What follows belongs to an exercise in optimizing a design on an open flow for a short achievable clock period and few clock cycles per item; a production flow would make more cautious choices.
Only simulation tests tie the RTL to the original design; equivalence was not proved.
Power figures rest on the tool's default switching activity, not on a simulated workload.

## design/flow/design.v

```verilog
module mrct_decoder (
    input  wire        clk,
    input  wire        rst,
    input  wire        start,
    input  wire        kind,         
    input  wire [11:0] width,
    input  wire [11:0] height,
    input  wire [23:0] src_len,
    input  wire [23:0] dst_cap,
    output wire        src_re,
    output wire [23:0] src_addr,
    input  wire [7:0]  src_rdata,
    output wire        dst_re,
    output wire [23:0] dst_raddr,
    input  wire [7:0]  dst_rdata,
    output wire        dst_we,
    output wire [23:0] dst_waddr,
    output wire [7:0]  dst_wdata,
    output wire        busy,
    output reg         done,
    output reg         error,
    output reg  [3:0]  err_code,
    output reg  [23:0] src_pos,
    output reg  [23:0] dst_pos,
    output reg  [23:0] err_pos
);
    localparam [3:0] ERR_TRUNCATED   = 4'd1,
                     ERR_SRC_SHORT   = 4'd2,
                     ERR_PIXEL_OOB   = 4'd3,
                     ERR_SHIFT_PARAM = 4'd4,
                     ERR_CONFIG      = 4'd5;
    localparam P_IDLE  = 0,
               P_CFG0  = 1,
               P_MUL   = 2,
               P_TB    = 3,
               P_CHK   = 4,
               P_FETCH = 5,
               P_W1    = 6,
               P_W2    = 7,
               P_C1    = 8,
               P_E1    = 9,
               P_E2    = 10,
               P_E3    = 11,
               P_E4    = 12,
               P_C2    = 13,
               P_RDY   = 14,
               P_END   = 15;
    localparam NPS = 16;
    localparam [1:0] SEL_SRC = 2'd0,    
                     SEL_MEM = 2'd1,    
                     SEL_F1  = 2'd2,    
                     SEL_F2  = 2'd3;    
    function [7:0] tc_code(input [4:0] i);
        case (i)
            5'd0:  tc_code = 8'hF0;  5'd1:  tc_code = 8'hE0;  5'd2:  tc_code = 8'hD0;  5'd3:  tc_code = 8'hC0;
            5'd4:  tc_code = 8'hB0;  5'd5:  tc_code = 8'hA0;  5'd6:  tc_code = 8'h31;  5'd7:  tc_code = 8'h21;
            5'd8:  tc_code = 8'h11;  5'd9:  tc_code = 8'h01;  5'd10: tc_code = 8'hF1;  5'd11: tc_code = 8'hE1;
            5'd12: tc_code = 8'hD1;  5'd13: tc_code = 8'h32;  5'd14: tc_code = 8'h22;  5'd15: tc_code = 8'h12;
            5'd16: tc_code = 8'h02;  5'd17: tc_code = 8'hF2;  5'd18: tc_code = 8'hE2;  5'd19: tc_code = 8'hD2;
            5'd20: tc_code = 8'h33;  5'd21: tc_code = 8'h23;  5'd22: tc_code = 8'h13;  5'd23: tc_code = 8'h03;
            5'd24: tc_code = 8'hF3;  5'd25: tc_code = 8'hE3;  5'd26: tc_code = 8'hD3;  5'd27: tc_code = 8'h24;
            5'd28: tc_code = 8'h14;  5'd29: tc_code = 8'h04;  5'd30: tc_code = 8'hF4;  default: tc_code = 8'hE4;
        endcase
    endfunction
    function [7:0] pal_code(input [3:0] i);
        case (i)
            4'd0:  pal_code = 8'hF0;  4'd1:  pal_code = 8'hE0;  4'd2:  pal_code = 8'hD0;  4'd3:  pal_code = 8'hC0;
            4'd4:  pal_code = 8'h31;  4'd5:  pal_code = 8'h21;  4'd6:  pal_code = 8'h11;  4'd7:  pal_code = 8'h01;
            4'd8:  pal_code = 8'hF1;  4'd9:  pal_code = 8'hE1;  4'd10: pal_code = 8'hD1;  4'd11: pal_code = 8'h22;
            4'd12: pal_code = 8'h12;  4'd13: pal_code = 8'h02;  4'd14: pal_code = 8'hF2;  default: pal_code = 8'hE2;
        endcase
    endfunction
    function [6:0] rowcol(input p, input [4:0] idx);
        reg [7:0] c;
        begin
            c = p ? pal_code(idx[3:0]) : tc_code(idx);
            rowcol = {c[2:0], c[7:4]};
        end
    endfunction
    reg  [NPS-1:0] ps;
    reg            busy_r;
    assign busy = busy_r;
    reg         pal;
    reg  [23:0] jdc;
    reg  [11:0] mul_m;          
    reg  [13:0] tw1;            
    reg  [15:0] tw3;            
    reg  [2:0]  mcnt;
    reg         wz;             
    reg         src_re_r;
    reg  [23:0] src_addr_r;
    reg  [23:0] sleft;          
    reg         sl_nz;          
    reg  [25:0] rem_p;          
    reg         rem_zero;
    reg  [7:0]  cmd_r;
    reg  [7:0]  e0_r, e1_r;
    reg         have_ext;
    reg  [17:0] c_nb;           
    reg         c_lit;
    reg  [16:0] c_dist;         
    reg  [1:0]  d_mode;
    reg         e_oob, e_short, e_shift;
    reg         be_has, be_lit;
    reg  [1:0]  be_mode;
    reg  [17:0] be_cnt;
    reg         i_valid, i_end;       
    reg  [1:0]  i_sel;
    reg         r_valid, r_end;       
    reg  [1:0]  r_sel;
    reg         dst_re_r;
    reg  [23:0] dst_raddr_r;
    reg         dst_we_r;
    reg  [23:0] dst_waddr_r;
    reg  [7:0]  wdata, h2;
    reg         w_end;
    assign src_re    = src_re_r;
    assign src_addr  = src_addr_r;
    assign dst_re    = dst_re_r;
    assign dst_raddr = dst_raddr_r;
    assign dst_we    = dst_we_r;
    assign dst_waddr = dst_waddr_r;
    assign dst_wdata = wdata;
    wire [23:0] npos        = src_addr_r + {23'd0, src_re_r};    
    wire        be_fetch_ok = !(be_has && be_lit);              
    wire        k_lit  = !cmd_r[7];
    wire [2:0]  k_mask = pal ? 3'd7 : 3'd3;
    wire        k_esc  = k_lit ? (cmd_r == 8'h7F) : ((cmd_r[2:0] & k_mask) == k_mask);
    wire [4:0]  k_idx  = pal ? {1'b0, cmd_r[6:3]} : cmd_r[6:2];
    wire [7:0]  k_n    = k_lit ? ({1'b0, cmd_r[6:0]} + 8'd1)
                               : (pal ? ({5'd0, cmd_r[2:0]} + 8'd3) : ({6'd0, cmd_r[1:0]} + 8'd1));
    wire [9:0]  k_nb   = pal ? {2'b00, k_n} : ({2'b00, k_n} + {1'b0, k_n, 1'b0});
    wire [9:0]  k_dk   = k_lit ? (pal ? 10'd128 : 10'd384) : (pal ? 10'd10 : 10'd12);    
    wire [6:0]  k_rc   = rowcol(pal, k_idx);
    wire [2:0]  k_row  = k_rc[6:4];
    wire [16:0] k_col  = {{13{k_rc[3]}}, k_rc[3:0]};
    wire [16:0] k_dcol = pal ? k_col : (k_col + {k_col[15:0], 1'b0});
    reg  [16:0] k_rw;
    always @(*) begin
        case (k_row)
            3'd0:    k_rw = 17'd0;
            3'd1:    k_rw = {3'd0, tw1};
            3'd2:    k_rw = {2'd0, tw1, 1'b0};
            3'd3:    k_rw = {1'b0, tw3};
            default: k_rw = {1'b0, tw1, 2'b00};
        endcase
    end
    wire        c_err      = e_oob || e_short || e_shift;
    wire        take       = ps[P_RDY] && !c_err && !be_has;
    wire        issue_now  = be_has || take;
    wire        issue_lit  = be_has ? be_lit  : c_lit;
    wire [1:0]  issue_mode = be_has ? be_mode : d_mode;
    wire        rd_fetch = ps[P_FETCH] && be_fetch_ok && !rem_zero && sl_nz;
    wire        rd_ext0  = ps[P_C1] && k_esc && !have_ext && sl_nz;
    wire        rd_ext1  = ps[P_E1] && sl_nz;
    wire        src_rd   = rd_fetch || rd_ext0 || rd_ext1 || (issue_now && issue_lit);
    wire        cfg_bad  = wz || (rem_p[25:24] != 2'b00) || ({2'b00, jdc} < rem_p);
    wire        cfg_trunc = pal ? !sl_nz : (sleft < 24'd3);
    always @(posedge clk) begin
        src_addr_r <= ps[P_CFG0] ? 24'd0 : npos;
        tw3        <= {2'b00, tw1} + {1'b0, tw1, 1'b0};
        if (!busy_r) begin
            pal   <= kind;
            jdc   <= dst_cap;
            mul_m <= height;
            tw1   <= {2'b00, width};
            sleft <= src_len;
        end else if (src_rd) begin
            sleft <= sleft - 24'd1;
            sl_nz <= (sleft != 24'd1);
        end
        if (ps[P_W2]) cmd_r <= src_rdata;
        if (ps[P_E2]) e0_r  <= src_rdata;
        if (ps[P_E3]) e1_r  <= src_rdata;
        if (ps[P_CFG0]) begin
            tw1   <= pal ? tw1 : (tw1 + {tw1[12:0], 1'b0});
            wz    <= (tw1 == 14'd0) || (mul_m == 12'd0);
            sl_nz <= (sleft != 24'd0);
            rem_p <= 26'd0;
            mcnt  <= 3'd0;
        end
        if (ps[P_MUL]) begin
            rem_p <= {rem_p[23:0], 2'b00} + (mul_m[11] ? {11'd0, tw1, 1'b0} : 26'd0)
                                          + (mul_m[10] ? {12'd0, tw1} : 26'd0);
            mul_m <= {mul_m[9:0], 2'b00};
            mcnt  <= mcnt + 3'd1;
        end
        if (ps[P_CHK]) begin
            c_lit <= 1'b1;
            c_nb  <= pal ? 18'd1 : 18'd3;
        end
        if (ps[P_FETCH]) have_ext <= 1'b0;
        if (ps[P_E4]) begin
            have_ext <= 1'b1;
            c_nb     <= pal ? {2'b00, e1_r, e0_r} : ({2'b00, e1_r, e0_r} + {1'b0, e1_r, e0_r, 1'b0});
        end
        if (ps[P_C1]) begin
            c_lit  <= k_lit;
            c_nb   <= k_esc ? (c_nb + {8'd0, k_dk}) : {8'd0, k_nb};
            c_dist <= k_rw - k_dcol;
        end
        if (ps[P_C2] || ps[P_CHK]) begin
            d_mode  <= c_lit ? SEL_SRC : (c_dist == 17'd1) ? SEL_F1 : (c_dist == 17'd2) ? SEL_F2 : SEL_MEM;
            e_oob   <= ({8'd0, c_nb} > rem_p);
            e_short <= c_lit && ({6'd0, c_nb} > sleft);
            e_shift <= !c_lit && (c_dist[16] || (c_dist == 17'd0) || (dst_pos < {7'd0, c_dist}));
        end
        if (be_has) begin
            be_cnt <= be_cnt - 18'd1;
        end else if (take) begin
            be_cnt  <= c_nb - 18'd1;
            be_lit  <= c_lit;
            be_mode <= d_mode;
        end
        if (take) begin
            rem_p    <= rem_p - {8'd0, c_nb};
            rem_zero <= ({8'd0, c_nb} == rem_p);
        end
        dst_raddr_r <= be_has ? dst_raddr_r + 24'd1 : dst_pos - {{7{c_dist[16]}}, c_dist};
        i_sel       <= issue_mode;
        r_sel       <= i_sel;
        if (r_valid) begin
            wdata <= (r_sel == SEL_SRC) ? src_rdata :
                     (r_sel == SEL_MEM) ? dst_rdata :
                     (r_sel == SEL_F1)  ? wdata : h2;
            h2    <= wdata;
        end
        dst_waddr_r <= ps[P_CFG0] ? 24'd0 : dst_waddr_r + {23'd0, dst_we_r};
        if (rst) begin
            ps       <= {{(NPS-1){1'b0}}, 1'b1};
            busy_r   <= 1'b0;
            done     <= 1'b0;
            error    <= 1'b0;
            err_code <= 4'd0;
            src_pos  <= 24'd0;
            dst_pos  <= 24'd0;
            err_pos  <= 24'd0;
            be_has   <= 1'b0;
            i_valid  <= 1'b0;
            i_end    <= 1'b0;
            r_valid  <= 1'b0;
            r_end    <= 1'b0;
            src_re_r <= 1'b0;
            dst_re_r <= 1'b0;
            dst_we_r <= 1'b0;
            w_end    <= 1'b0;
        end else begin
            ps <= {NPS{1'b0}};
            case (1'b1)
                ps[P_IDLE]: begin
                    if (start && !busy_r) ps[P_CFG0] <= 1'b1;
                    else                  ps[P_IDLE] <= 1'b1;
                end
                ps[P_CFG0]: begin
                    dst_pos   <= 24'd0;
                    ps[P_MUL] <= 1'b1;
                end
                ps[P_MUL]:  if (mcnt == 3'd5) ps[P_CHK] <= 1'b1;
                            else              ps[P_MUL] <= 1'b1;
                ps[P_CHK]: begin
                    src_pos <= 24'd0;
                    err_pos <= 24'd0;
                    if (cfg_bad) begin
                        err_code   <= ERR_CONFIG;
                        ps[P_END]  <= 1'b1;
                    end else if (cfg_trunc) begin
                        err_code   <= ERR_TRUNCATED;
                        ps[P_END]  <= 1'b1;
                    end else begin
                        ps[P_C2]   <= 1'b1;
                    end
                end
                ps[P_FETCH]: begin
                    if (be_fetch_ok) begin
                        src_pos <= npos;
                        err_pos <= rem_zero ? 24'd0 : npos;
                    end
                    if (!be_fetch_ok)      ps[P_FETCH] <= 1'b1;
                    else if (rem_zero)     ps[P_END]   <= 1'b1;
                    else if (!sl_nz) begin
                        err_code  <= ERR_TRUNCATED;
                        ps[P_END] <= 1'b1;
                    end else               ps[P_W1]    <= 1'b1;
                end
                ps[P_W1]: ps[P_W2] <= 1'b1;
                ps[P_W2]: ps[P_C1] <= 1'b1;
                ps[P_C1]: begin
                    if (k_esc && !have_ext) begin
                        if (sl_nz) ps[P_E1]  <= 1'b1;
                        else begin
                            err_code  <= ERR_TRUNCATED;
                            ps[P_END] <= 1'b1;
                        end
                    end else begin
                        ps[P_C2] <= 1'b1;
                    end
                end
                ps[P_E1]: if (sl_nz) ps[P_E2] <= 1'b1;
                          else begin
                              err_code  <= ERR_TRUNCATED;
                              ps[P_END] <= 1'b1;
                          end
                ps[P_E2]: ps[P_E3] <= 1'b1;
                ps[P_E3]: ps[P_E4] <= 1'b1;
                ps[P_E4]: ps[P_C1] <= 1'b1;
                ps[P_C2]: ps[P_RDY] <= 1'b1;
                ps[P_RDY]: begin
                    if (c_err) begin
                        err_code  <= e_oob ? ERR_PIXEL_OOB : e_short ? ERR_SRC_SHORT : ERR_SHIFT_PARAM;
                        ps[P_END] <= 1'b1;
                    end else if (!be_has) begin
                        dst_pos      <= dst_pos + {6'd0, c_nb};
                        ps[P_FETCH]  <= 1'b1;
                    end else begin
                        ps[P_RDY]    <= 1'b1;
                    end
                end
                ps[P_END]: begin
                    if (!be_has) ps[P_IDLE] <= 1'b1;
                    else         ps[P_END]  <= 1'b1;
                end
                default: ps[P_IDLE] <= 1'b1;
            endcase
            if (be_has)    be_has <= (be_cnt != 18'd1);
            else if (take) be_has <= (c_nb != 18'd1);
            i_valid  <= issue_now;
            i_end    <= ps[P_END] && !be_has;
            src_re_r <= src_rd;
            dst_re_r <= issue_now && !issue_lit && (issue_mode == SEL_MEM);
            r_valid  <= i_valid;
            r_end    <= i_end;
            dst_we_r <= r_valid;
            w_end    <= r_end;
            if (ps[P_IDLE] && start && !busy_r) begin
                busy_r   <= 1'b1;
                done     <= 1'b0;
                error    <= 1'b0;
                err_code <= 4'd0;
            end
            if (w_end) begin
                busy_r <= 1'b0;
                done   <= (err_code == 4'd0);
                error  <= (err_code != 4'd0);
            end
        end
    end
endmodule
```

## design/flow/run.sh

```bash
#!/bin/bash
# synth_recipe.tcl (not shown) runs the flow's synth.tcl, then flattens the netlist and writes it again
# the make line also repeats each setting of config.mk as NAME=value (left out here)
make -C /OpenROAD-flow-scripts/flow DESIGN_CONFIG=/design/flow/config.mk WORK_HOME=/design/flow/orfs CLKGATE_MAP_FILE= SYNTH_SCRIPT=/design/flow/synth_recipe.tcl finish
```

## design/flow/config.mk

```make
export PLATFORM = sky130hd
export DESIGN_NAME = mrct_decoder
export DESIGN_NICKNAME = mrct_decoder
export VERILOG_FILES = /design/flow/design.v
export SDC_FILE = /design/flow/constraint.sdc
export NUM_CORES = 4
export LEC_CHECK = 0
export CAP_MARGIN = 20
export CORE_MARGIN = 2
export CORE_UTILIZATION = 40
export SLEW_MARGIN = 20
```

## design/flow/constraint.sdc

```tcl
create_clock -name core_clock -period 11.0 [get_ports {clk}]
set_input_delay 2.2000 -clock core_clock [delete_from_list [all_inputs] [get_ports {clk}]]
set_output_delay 2.2000 -clock core_clock [all_outputs]
set_load 0.01 [all_outputs]
```

==> reports/results.md, run 1 <==
| Metric | Value | Unit |
| --- | --- | --- |
| Gate count of the mapped netlist | 2755 | - |
| Number of buffers inserted by hold repair at cts | 0 | - |
| Number of gates given a new drive strength after cts | 0 | - |
| Period utilisation layout | 0.560 | - |
| H-tree Lvls | 2 | - |
| Die extent in x | 257 | um |
| Top FF cell, synth | sky130_fd_sc_hd__edfxtp_1 | - |
| Post-synthesis area per instance | 9.30 | um^2 |
| Top-level port count | 254 | - |
| Quantity of I/O buffers inserted on ports | 253 | - |
| Critical Path Source Type | register | - |
| Die Span Y | 257 | um |
| Buffer type at the clock tree root | sky130_fd_sc_hd__clkbuf_16 | - |
| Reported leakage power | 12.2 | nW |
| Endpoint type of the worst setup path | register | - |
| Register share of total power | 0.439 | - |
| Setup clock skew after layout | 0.0311 | ns |
| Number of antenna violations at the first check in global routing | 0 | - |
| Remaining max-slew budget at the tightest pin | 0.282 | - |
| Async set or reset register ratio after synthesis | 0 | - |
| Clock Pin Slew Worst Setup and Hold Paths | 0.06 | ns |
| Insertion delay of the later-clocked pin in the worst-skew pair | 0.61 | ns |
| Power Internal | 2.87 | mW |
| Maximum fanout count along the critical path | 52 | - |
| Unrepaired setup endpoints after global routing | no | - |
| Clock tree from TritonCTS | yes | - |
| Highest clock rate | 0.162 | GHz |
| Switching power | 1.08 | mW |
| Clk pwr share | 0.404 | - |
| First-pass GRT wire length | 118000 | um |
| Critical path arrival | 6.50 | ns |
| Summed instance area of the synthesized netlist | 0.0256 | mm^2 |
| Nets@finish | 3299 | - |
| Routability Congestion | 0.911 | - |
| Net switching fraction of the power | 0.273 | - |
| Portion of the post-synthesis area used by sequential elements | 0.397 | - |
| Share of post-route cells with drive strength above 1 | 0.0464 | - |
| Layout Area Growth over Synthesis | 19.4 | % |
| Final wirelength | 74500 | um |
| Shortest period the worst path allows | 6.16 | ns |
| Number of buffers created by CTS | 47 | - |
| Power, Total | 3.95 | mW |
| Run status | complete, no violations | - |
| Grt ovf | 0 | - |
| Sum Neg Setup Slack | 0 | ns |
| Number of remaining DRC errors | 0 | - |
| Site row count | 92 | - |
| Total of flip-flops plus latches after synthesis | 405 | - |
| Number of max-slew violations in the final report | 0 | - |
| Number of global-route vias before repair | 21402 | - |
| Antenna-violating nets left | 0 | - |
| Detail-routed net length per standard cell | 19.3 | um |
| YS warnings | 1 | - |
| Worst IR drop on VDD | 0.000117 | V |
| Router iterations before antenna repair | 5 | - |
| Dominant cells by area after synthesis | sky130_fd_sc_hd__edfxtp_1, sky130_fd_sc_hd__dfxtp_1, sky130_fd_sc_hd__ha_1, sky130_fd_sc_hd__xnor2_1, sky130_fd_sc_hd__nor2_1 | - |
| Relative contribution of combinational cells to total power | 0.157 | - |
| Count of buffers added by post-CTS timing repair for setup | 0 | - |
| Worst EP required | 11.34 | ns |
| Post-synth EDFFs | 207 | - |
| Maximum number of pins on one net before global-route repair | 90 | - |
| Area enclosed by the die boundary | 0.0661 | mm^2 |
| Initial standard-cell utilization of the core | 0.405 | - |
| Number of nets produced by synthesis | 3075 | - |
| Ratio of total power to cell area | 129 | mW/mm^2 |
| Class of the most critical hold timing path | reg -> reg | - |
| Antenna diode instance count | 0 | - |
| Half-perimeter wire length of the detailed placement result | 55800 | um |
| Dominant cell type by area after synthesis | sky130_fd_sc_hd__edfxtp_1 | - |
| Area share of the largest cell type after synthesis | 0.243 | - |
| Area of the placeable core | 0.0632 | mm^2 |
| Number of violations of the max-capacitance limit | 0 | - |
| Final worst-path setup slack | 4.84 | ns |
| Placed Cells | 3776 | - |
| Count of cell types in the netlist | 72 | - |
| Vias post-DR | 21516 | - |
| GR Util All Layers | 0.221 | - |
| Total number of clock tree sinks | 405 | - |
| Count of final hold-check violations | 0 | - |
| Final cell count without fillers | 3864 | - |
| Detail-routed via count per cell | 5.57 | - |
| Setup slack after placement | 4.92 | ns |
| Number of violations reported at the end of detailed-routing iteration 0 | 1648 | - |
| Maximum buffer depth of the clock tree | 3 | - |
| Endpoints failing setup | 0 | - |
| Classification of the worst setup path | reg -> reg | - |
| Worst Tran Pin Value | 1.07 | ns |
## flip-flops by register name, summed over array words and instances, names as in the netlist, 18 cells and up
register,cells
sleft,24
dst_raddr_r,24
err_pos,24
src_pos,24
src_addr_r,24
c_nb,18
dst_pos,24
dst_waddr_r,24
jdc,24
rem_p,26
be_cnt,18
## cell usage after synthesis, types with 11 or more instances
cell,count
sky130_fd_sc_hd__and2_1,37
sky130_fd_sc_hd__o22ai_1,25
sky130_fd_sc_hd__ha_1,206
sky130_fd_sc_hd__a31oi_1,20
sky130_fd_sc_hd__fa_1,22
sky130_fd_sc_hd__nor4_1,35
sky130_fd_sc_hd__or3_1,30
sky130_fd_sc_hd__o211ai_1,21
sky130_fd_sc_hd__nand3_1,80
sky130_fd_sc_hd__a22oi_1,76
sky130_fd_sc_hd__nor3b_1,11
sky130_fd_sc_hd__xnor2_1,159
sky130_fd_sc_hd__mux2i_1,28
sky130_fd_sc_hd__o21a_1,27
sky130_fd_sc_hd__nor2b_1,40
sky130_fd_sc_hd__a21o_1,60
sky130_fd_sc_hd__inv_1,188
sky130_fd_sc_hd__o21ai_0,113
sky130_fd_sc_hd__nand2b_1,28
sky130_fd_sc_hd__o21bai_1,12
sky130_fd_sc_hd__xor2_1,92
sky130_fd_sc_hd__nand2_1,175
sky130_fd_sc_hd__edfxtp_1,207
sky130_fd_sc_hd__o31ai_1,14
sky130_fd_sc_hd__nor3_1,66
sky130_fd_sc_hd__nor2_1,260
sky130_fd_sc_hd__mux2_2,15
sky130_fd_sc_hd__a211oi_1,19
sky130_fd_sc_hd__nand4_1,31
sky130_fd_sc_hd__a221o_1,11
sky130_fd_sc_hd__buf_1,14
sky130_fd_sc_hd__a22o_1,12
sky130_fd_sc_hd__a21oi_1,174
sky130_fd_sc_hd__clkbuf_1,79
sky130_fd_sc_hd__dfxtp_1,198
sky130_fd_sc_hd__and3_1,33
## metrics by stage
step | hold slack (ns) | instance area, um^2 | utilization
floorplan | 0.310 | 25600 | -
global placement | 0.316 | 29000 | 0.459
detailed placement | 0.316 | 29000 | 0.459
CTS | 0.327 | 30600 | 0.484
global route | 0.336 | 30600 | 0.484
finish | 0.325 | 30600 | 0.484
## critical path, stage by stage, from the launching register on
cell,delay [ns]
sky130_fd_sc_hd__edfxtp_1,0.32
sky130_fd_sc_hd__buf_4,0.43
sky130_fd_sc_hd__inv_1,0.52
sky130_fd_sc_hd__a21boi_0,0.41
sky130_fd_sc_hd__inv_1,0.12
sky130_fd_sc_hd__ha_1,0.25
sky130_fd_sc_hd__nor3b_1,0.15
sky130_fd_sc_hd__o41ai_1,0.74
sky130_fd_sc_hd__ha_1,0.31
sky130_fd_sc_hd__fa_1,0.41
sky130_fd_sc_hd__a21oi_1,0.17
sky130_fd_sc_hd__ha_1,0.30
sky130_fd_sc_hd__o21a_1,0.14
sky130_fd_sc_hd__o21a_1,0.21
sky130_fd_sc_hd__o211ai_1,0.25
sky130_fd_sc_hd__a21oi_1,0.16
sky130_fd_sc_hd__o31ai_1,0.65
sky130_fd_sc_hd__nor3_1,0.09
sky130_fd_sc_hd__a211o_1,0.25
## power groups by stage
stage	logic, mW	registers, mW	clock network (mW)
detailed placement	0.613	1.77	0
finish	0.619	1.74	1.60
global route	0.695	1.74	1.69
global placement	0.594	1.77	0
floorplan	0.460	1.74	0
CTS	0.618	1.74	1.64
## cell families (layout without fill, tap and decap cells)
| family | after synthesis | in the layout | share of synthesized area |
|---|---|---|---|
| muxes | 43 | 43 | 0.0175 |
| and+or+nand+nor | 881 | 881 | 0.170 |
| adders and majority gates | 228 | 228 | 0.118 |
| DFF | 405 | 405 | 0.397 |
| xor gates and xnor gates | 251 | 251 | 0.0858 |
| buffers and inverters | 286 | 549 | 0.0426 |
| AOI/OAI and AO/OA | 661 | 661 | 0.169 |
## worst paths after layout
path,cells after the start,from,endpoint,slack [ns]
max,18,pal$_DFFE_PN_,c_dist[13]$_DFFE_PP_,4.84
min,0,i_sel[0]$_DFF_P_,r_sel[0]$_DFF_P_,0.32
max reg2reg,18,pal$_DFFE_PN_,c_dist[13]$_DFFE_PP_,4.84
min reg2reg,0,i_sel[0]$_DFF_P_,r_sel[0]$_DFF_P_,0.32
## placed cells by master (no fill, tap or decap), drive strengths merged, types with 76 or more instances in the layout
master / netlist / routed
nor2: 260 / 260
clkdlybuf4s50: 0 / 252
edfxtp: 207 / 207
ha: 206 / 206
dfxtp: 198 / 198
inv: 188 / 189
nand2: 175 / 175
a21oi: 174 / 174
xnor2: 159 / 159
o21ai: 113 / 113
xor2: 92 / 92
nand3: 80 / 80
a22oi: 76 / 76
## area by class of cell
| type | instances | area, um^2 |
|---|---|---|
| well taps | 846 | 1060 |
| multi-input cells | 2064 | 14400 |
| inverters | 189 | 709 |
| clock inverters | 17 | 153 |
| clock buffers | 71 | 1430 |
| flip-flops and latches | 405 | 10200 |
| fillers | 5814 | 32600 |
| repair buffers | 272 | 2670 |
## layer usage
| layer | up-vias | part of all wire | global-route usage |
|---|---|---|---|
| met5 | - | 0 | 0 |
| met3 | 138 | 0.047 | 0.0307 |
| met4 | 0 | 0.032 | 0.0753 |
| met2 | 588 | 0.47 | 0.375 |
| met1 | 10362 | 0.45 | 0.289 |
| li1 | 10428 | - | - |
Testbench counts, summed over its fixed seeds: cycles 385,070, bytes 374,011.
==> run 2, diff against run 1 <==
==> design/flow/flow/run.sh (new file) <==
#!/bin/bash
set -euo pipefail
MARGIN=${MARGIN:-8.0}
bash standard.sh synth > synth.log 2>&1
bash standard.sh SETUP_SLACK_MARGIN=$MARGIN finish > layout.log 2>&1
==> design/flow/standard.sh (new file) <==
#!/bin/bash
# synth_recipe.tcl (not shown) runs the flow's synth.tcl, then flattens the netlist and writes it again
# the make line also repeats each setting of config.mk as NAME=value (left out here)
make -C /OpenROAD-flow-scripts/flow DESIGN_CONFIG=/design/flow/config.mk WORK_HOME=/design/flow/orfs CLKGATE_MAP_FILE= SYNTH_SCRIPT=/design/flow/synth_recipe.tcl "${@:-finish}"
removed: design/flow/run.sh
==> reports/results.md, run 2 <==
| Metric | Value | Unit | vs previous |
| --- | --- | --- | --- |
| Run status | complete, no violations | - | unchanged |
| Count of final hold-check violations | 0 | - | unchanged |
| Worst min-delay path endpoint | r_sel[0]$_DFF_P_ | - | unchanged |
| Site row count | 92 | - | unchanged |
| H-tree Lvls | 2 | - | unchanged |
| Cell area after layout | 0.0343 | mm^2 | was 0.0306 mm^2 |
| Detail-routed via count per cell | 5.56 | - | was 5.57 |
| Dominant cell by count in the synthesized netlist | sky130_fd_sc_hd__nor2_1 | - | unchanged |
| Ratio of total power to cell area | 122 | mW/mm^2 | was 129 mW/mm^2 |
| Beginning of the worst hold path | i_sel[0]$_DFF_P_ | - | unchanged |
| Total of flip-flops plus latches after synthesis | 405 | - | unchanged |
| Number of buffers created by CTS | 47 | - | unchanged |
| Number of global-route vias before repair | 22443 | - | was 21402 |
| Routability Congestion | 0.917 | - | was 0.911 |
| Insertion delay of the later-clocked pin in the worst-skew pair | 0.61 | ns | about the same |
| Cell Chain, Critical Path | buf_12, nand2_4, a21boi_4, inv_2, ha_4, o211ai_1, nand3_2, o41ai_4, ha_2, fa_1, a21oi_2, ha_4, o21a_1, o21a_1, o211ai_1, a21oi_2, o31ai_4, buf_4, buf_6, xnor2_2 | - | was buf_4, inv_1, a21boi_0, inv_1, ha_1, nor3b_1, o41ai_1, ha_1, fa_1, a21oi_1, ha_1, o21a_1, o21a_1, o211ai_1, a21oi_1, o31ai_1, nor3_1, a211o_1 |
| Area share of the largest cell type after synthesis | 0.243 | - | unchanged |
| Post-synthesis area per instance | 9.30 | um^2 | unchanged |
| Shortest period the worst path allows | 4.39 | ns | was 6.16 ns |
| Power, Total | 4.20 | mW | was 3.95 mW |
| Clock tree from TritonCTS | yes | - | unchanged |
| Reg-to-reg setup timing slack | 6.61 | ns | was 4.84 ns |
| Number of max-slew violations in the final report | 0 | - | unchanged |
| Die extent in x | 257 | um | unchanged |
| Number of flip-flops in the largest register | 26 | - | unchanged |
| Die Span Y | 257 | um | unchanged |
| Layout Area Growth over Synthesis | 33.8 | % | was 19.4% |
| Setup slack after placement | 5.73 | ns | was 4.92 ns |
| Unrepaired setup endpoints after global routing | yes | - | was no |
| Number of violations of the max-capacitance limit | 0 | - | unchanged |
| Maximum number of pins on one net before global-route repair | 86 | - | was 90 |
| Top FF cell, synth | sky130_fd_sc_hd__edfxtp_1 | - | unchanged |
| Buffer type at the clock tree root | sky130_fd_sc_hd__clkbuf_16 | - | unchanged |
| Number of remaining DRC errors | 0 | - | unchanged |
| Switching power | 1.16 | mW | was 1.08 mW |
| Number of nets produced by synthesis | 3075 | - | unchanged |
| Commonest non-fill, non-tap cell in the layout | sky130_fd_sc_hd__nor2_1 | - | unchanged |
| Initial standard-cell utilization of the core | 0.405 | - | unchanged |
| Highest metal used | met4 | - | unchanged |
| Router iterations before antenna repair | 6 | - | was 5 |
| Dominant cell type by area after synthesis | sky130_fd_sc_hd__edfxtp_1 | - | unchanged |
| YS warnings | 1 | - | unchanged |
| Endpoints failing setup | 0 | - | unchanged |
| Register share of total power | 0.408 | - | was 0.439 |
| CP max stage cell | sky130_fd_sc_hd__edfxtp_1 | - | was sky130_fd_sc_hd__o41ai_1 |
| Launching point of the worst reg2reg path | pal$_DFFE_PN_ | - | unchanged |
| Share of post-route cells with drive strength above 1 | 0.267 | - | was 0.0464 |
| Capturing point of the worst reg2reg path | c_dist[11]$_DFFE_PP_ | - | was c_dist[13]$_DFFE_PP_ |
| Clock Pin Slew Worst Setup and Hold Paths | 0.06 | ns | about the same |
| Maximum fanout count along the critical path | 5 | - | was 52 |
| Class of the most critical hold timing path | reg -> reg | - | unchanged |
| Highest-count cells in the layout ignoring fill and taps | sky130_fd_sc_hd__nor2_1, sky130_fd_sc_hd__buf_4, sky130_fd_sc_hd__edfxtp_1 | - | was sky130_fd_sc_hd__nor2_1, sky130_fd_sc_hd__clkdlybuf4s50_1, sky130_fd_sc_hd__edfxtp_1 |
| Final worst-path setup slack | 6.61 | ns | was 4.84 ns |
| Remaining max-slew budget at the tightest pin | 0.346 | - | was 0.282 |
| Area enclosed by the die boundary | 0.0661 | mm^2 | unchanged |
| Number of cells traversed by the worst hold path | 0 | - | unchanged |
| Reported leakage power | 14.3 | nW | was 12.2 nW |
| Nets@finish | 3555 | - | was 3299 |
| Maximum buffer depth of the clock tree | 3 | - | unchanged |
| Endpoint type of the worst setup path | register | - | unchanged |
| Summed instance area of the synthesized netlist | 0.0256 | mm^2 | unchanged |
| Total number of clock tree sinks | 405 | - | unchanged |
| Top-level port count | 254 | - | unchanged |
| Top cell family by delay on the critical path | compound AO/OA/AOI/OAI gates | - | unchanged |
| GR Util All Layers | 0.234 | - | was 0.221 |
| Async set or reset register ratio after synthesis | 0 | - | unchanged |
| Detail-routed net length per standard cell | 19.6 | um | was 19.3 um |
| Critical Path Source Type | register | - | unchanged |
| Final wirelength | 80800 | um | was 74500 um |
| Power Internal | 3.03 | mW | was 2.87 mW |
| Number of buffers inserted by hold repair at cts | 0 | - | unchanged |
| Clk pwr share | 0.388 | - | was 0.404 |
| CP bufs+invs | 4 | - | was 3 |
| Hold slack | 0.325 | ns | about the same |
| Setup clock skew after layout | 0.0230 | ns | was 0.0311 ns |
| Relative contribution of combinational cells to total power | 0.203 | - | was 0.157 |
| Post-DP Area | 0.0291 | mm^2 | was 0.0290 mm^2 |
| Met2 WL | 39400 | um | was 35300 um |
| Worst IR drop on VDD | 0.000112 | V | was 0.000117 V |
| Number of antenna violations at the first check in global routing | 1 | - | was 0 |
| Routed length on met3 | 4650 | um | was 3520 um |
| Worst EP required | 11.35 | ns | was 11.34 ns |
| Number of cells on the worst reg-to-reg path | 20 | - | was 18 |
| Sum Neg Setup Slack | 0 | ns | unchanged |
| Worst Tran Pin Value | 0.967 | ns | was 1.07 ns |
| Dominant cells by area after synthesis | sky130_fd_sc_hd__edfxtp_1, sky130_fd_sc_hd__dfxtp_1, sky130_fd_sc_hd__ha_1, sky130_fd_sc_hd__xnor2_1, sky130_fd_sc_hd__nor2_1 | - | unchanged |
| First-pass GRT wire length | 124000 | um | was 118000 um |
| Highest clock rate | 0.228 | GHz | was 0.162 GHz |
| Net switching fraction of the power | 0.277 | - | was 0.273 |
| Post-synth EDFFs | 207 | - | unchanged |
| Number of violations reported at the end of detailed-routing iteration 0 | 1671 | - | was 1648 |
| Delay of the slowest cell on the worst path | 0.42 | ns | was 0.74 ns |
| Antenna-violating nets left | 0 | - | unchanged |
| Quantity of I/O buffers inserted on ports | 253 | - | unchanged |
| Top cells by instance count after synthesis | sky130_fd_sc_hd__nor2_1, sky130_fd_sc_hd__edfxtp_1, sky130_fd_sc_hd__ha_1 | - | unchanged |
| Half-perimeter wire length of the detailed placement result | 55400 | um | was 55800 um |
| Routed length on met1 | 33900 | um | was 33200 um |
| Portion of the post-synthesis area used by sequential elements | 0.397 | - | unchanged |
| Classification of the worst setup path | reg -> reg | - | unchanged |
| Period utilisation layout | 0.399 | - | was 0.560 |
| Count of cell types in the netlist | 72 | - | unchanged |
| Largest register by flop count | rem_p | - | unchanged |
| Vias post-DR | 22913 | - | was 21516 |
| Gate count of the mapped netlist | 2755 | - | unchanged |
| Grt ovf | 0 | - | unchanged |
| Area of the placeable core | 0.0632 | mm^2 | unchanged |
| Critical path arrival | 4.74 | ns | was 6.50 ns |
-- run 2: stage by stage --
step / cells / utilization
global placement: 3775 / 0.461
detailed placement: 3775 / 0.461
finish: 4122 / 0.542
floorplan: 2755 / -
CTS: 4052 / 0.525
global route: 4121 / 0.542
-- run 2: worst max path at each step --
stage	startpoint	endpoint	cells after the start
final	pal$_DFFE_PN_	c_dist[11]$_DFFE_PP_	20
after global routing	pal$_DFFE_PN_	c_dist[15]$_DFFE_PP_	20
after CTS	pal$_DFFE_PN_	c_dist[12]$_DFFE_PP_	19
after detailed placement	pal$_DFFE_PN_	c_dist[12]$_DFFE_PP_	21
after global placement	pal$_DFFE_PN_	c_dist[12]$_DFFE_PP_	21
after floorplan	pal$_DFFE_PN_	c_dist[12]$_DFFE_PP_	19
-- run 2: power by group through the flow --
stage	registers, mW	clock network [mW]	logic, mW
CTS	1.71	1.67	0.752
floorplan	1.74	0	0.481
global route	1.72	1.72	0.931
detailed placement	1.77	0	0.635
finish	1.71	1.63	0.853
global placement	1.77	0	0.612
-- run 2: metal layers --
metal	vias to the layer above	GRT usage
li1	10957	-
met1	11084	0.295
met2	711	0.403
met3	161	0.0375
met4	0	0.0819
met5	-	0
-- run 2: repair_timing --
item | in CTS | in global routing
gates resized for setup | 1141 | 131
endpoints found under the setup margin | 268 | 261
endpoints found under the hold margin | 0 | 0
gates cloned | 5 | 1
pin swaps | 65 | 81
buffers inserted | 184 | 67
-- run 2: cell families after synthesis --
logic type	after synthesis	synth area share
xor+xnor	251	0.0858
simple gates	881	0.170
flops	405	0.397
compound gates	661	0.169
mux	43	0.0175
buf+inv	286	0.0426
fa+ha+maj	228	0.118
-- run 2: area by class of cell --
| cell class | instances | area (um^2) |
|---|---|---|
| fill | 5488 | 28900 |
| clock buffer | 66 | 1340 |
| multi-input combinational | 2066 | 15500 |
| inverter | 189 | 727 |
| sequential | 405 | 10500 |
| tap | 846 | 1060 |
| timing repair buffer | 526 | 4920 |
| antenna | 2 | 5.00 |
| clock inverter | 22 | 277 |
-- run 2: worst register-to-register path: cells and delay by family (launching register included) --
kind / cells / cell delay [ns]
buf+inv: 4 / 0.54
fa+ha+maj: 4 / 1.10
xor+xnor: 1 / 0.06
simple gates: 2 / 0.22
flops: 1 / 0.42
compound gates: 9 / 1.83

-- port drivers added, routing unchanged --
In the flow no input, the clock included, has a driving cell. The finished layouts below were timed again as built, in two steps.
Step 1: set_driving_cell puts a clkbuf_16 on clk and a buf_2 on each other input, an assumption about the parent block.
Step 2 times the ports against the registers' clock, not the clock port: input delays grow and output delays shrink by t, the midpoint of the rising clock arrivals with the driver on.
Slacks: ideal ports / drivers / drivers and shift; pairs: ideal ports / drivers.
run	t (ns)	setup slack, ns	worst hold slack (ns)	latest minus earliest clock arrival (ns)	worst slew at a driven data input, ns
run 1	0.663	4.841 / 4.841 / 4.841	0.325 / 0.325 / 0.325	0.033 / 0.033	0.07
run 2	0.661	6.612 / 6.612 / 6.612	0.325 / 0.325 / 0.325	0.023 / 0.023	0.07
After both steps every run listed still meets setup and hold.
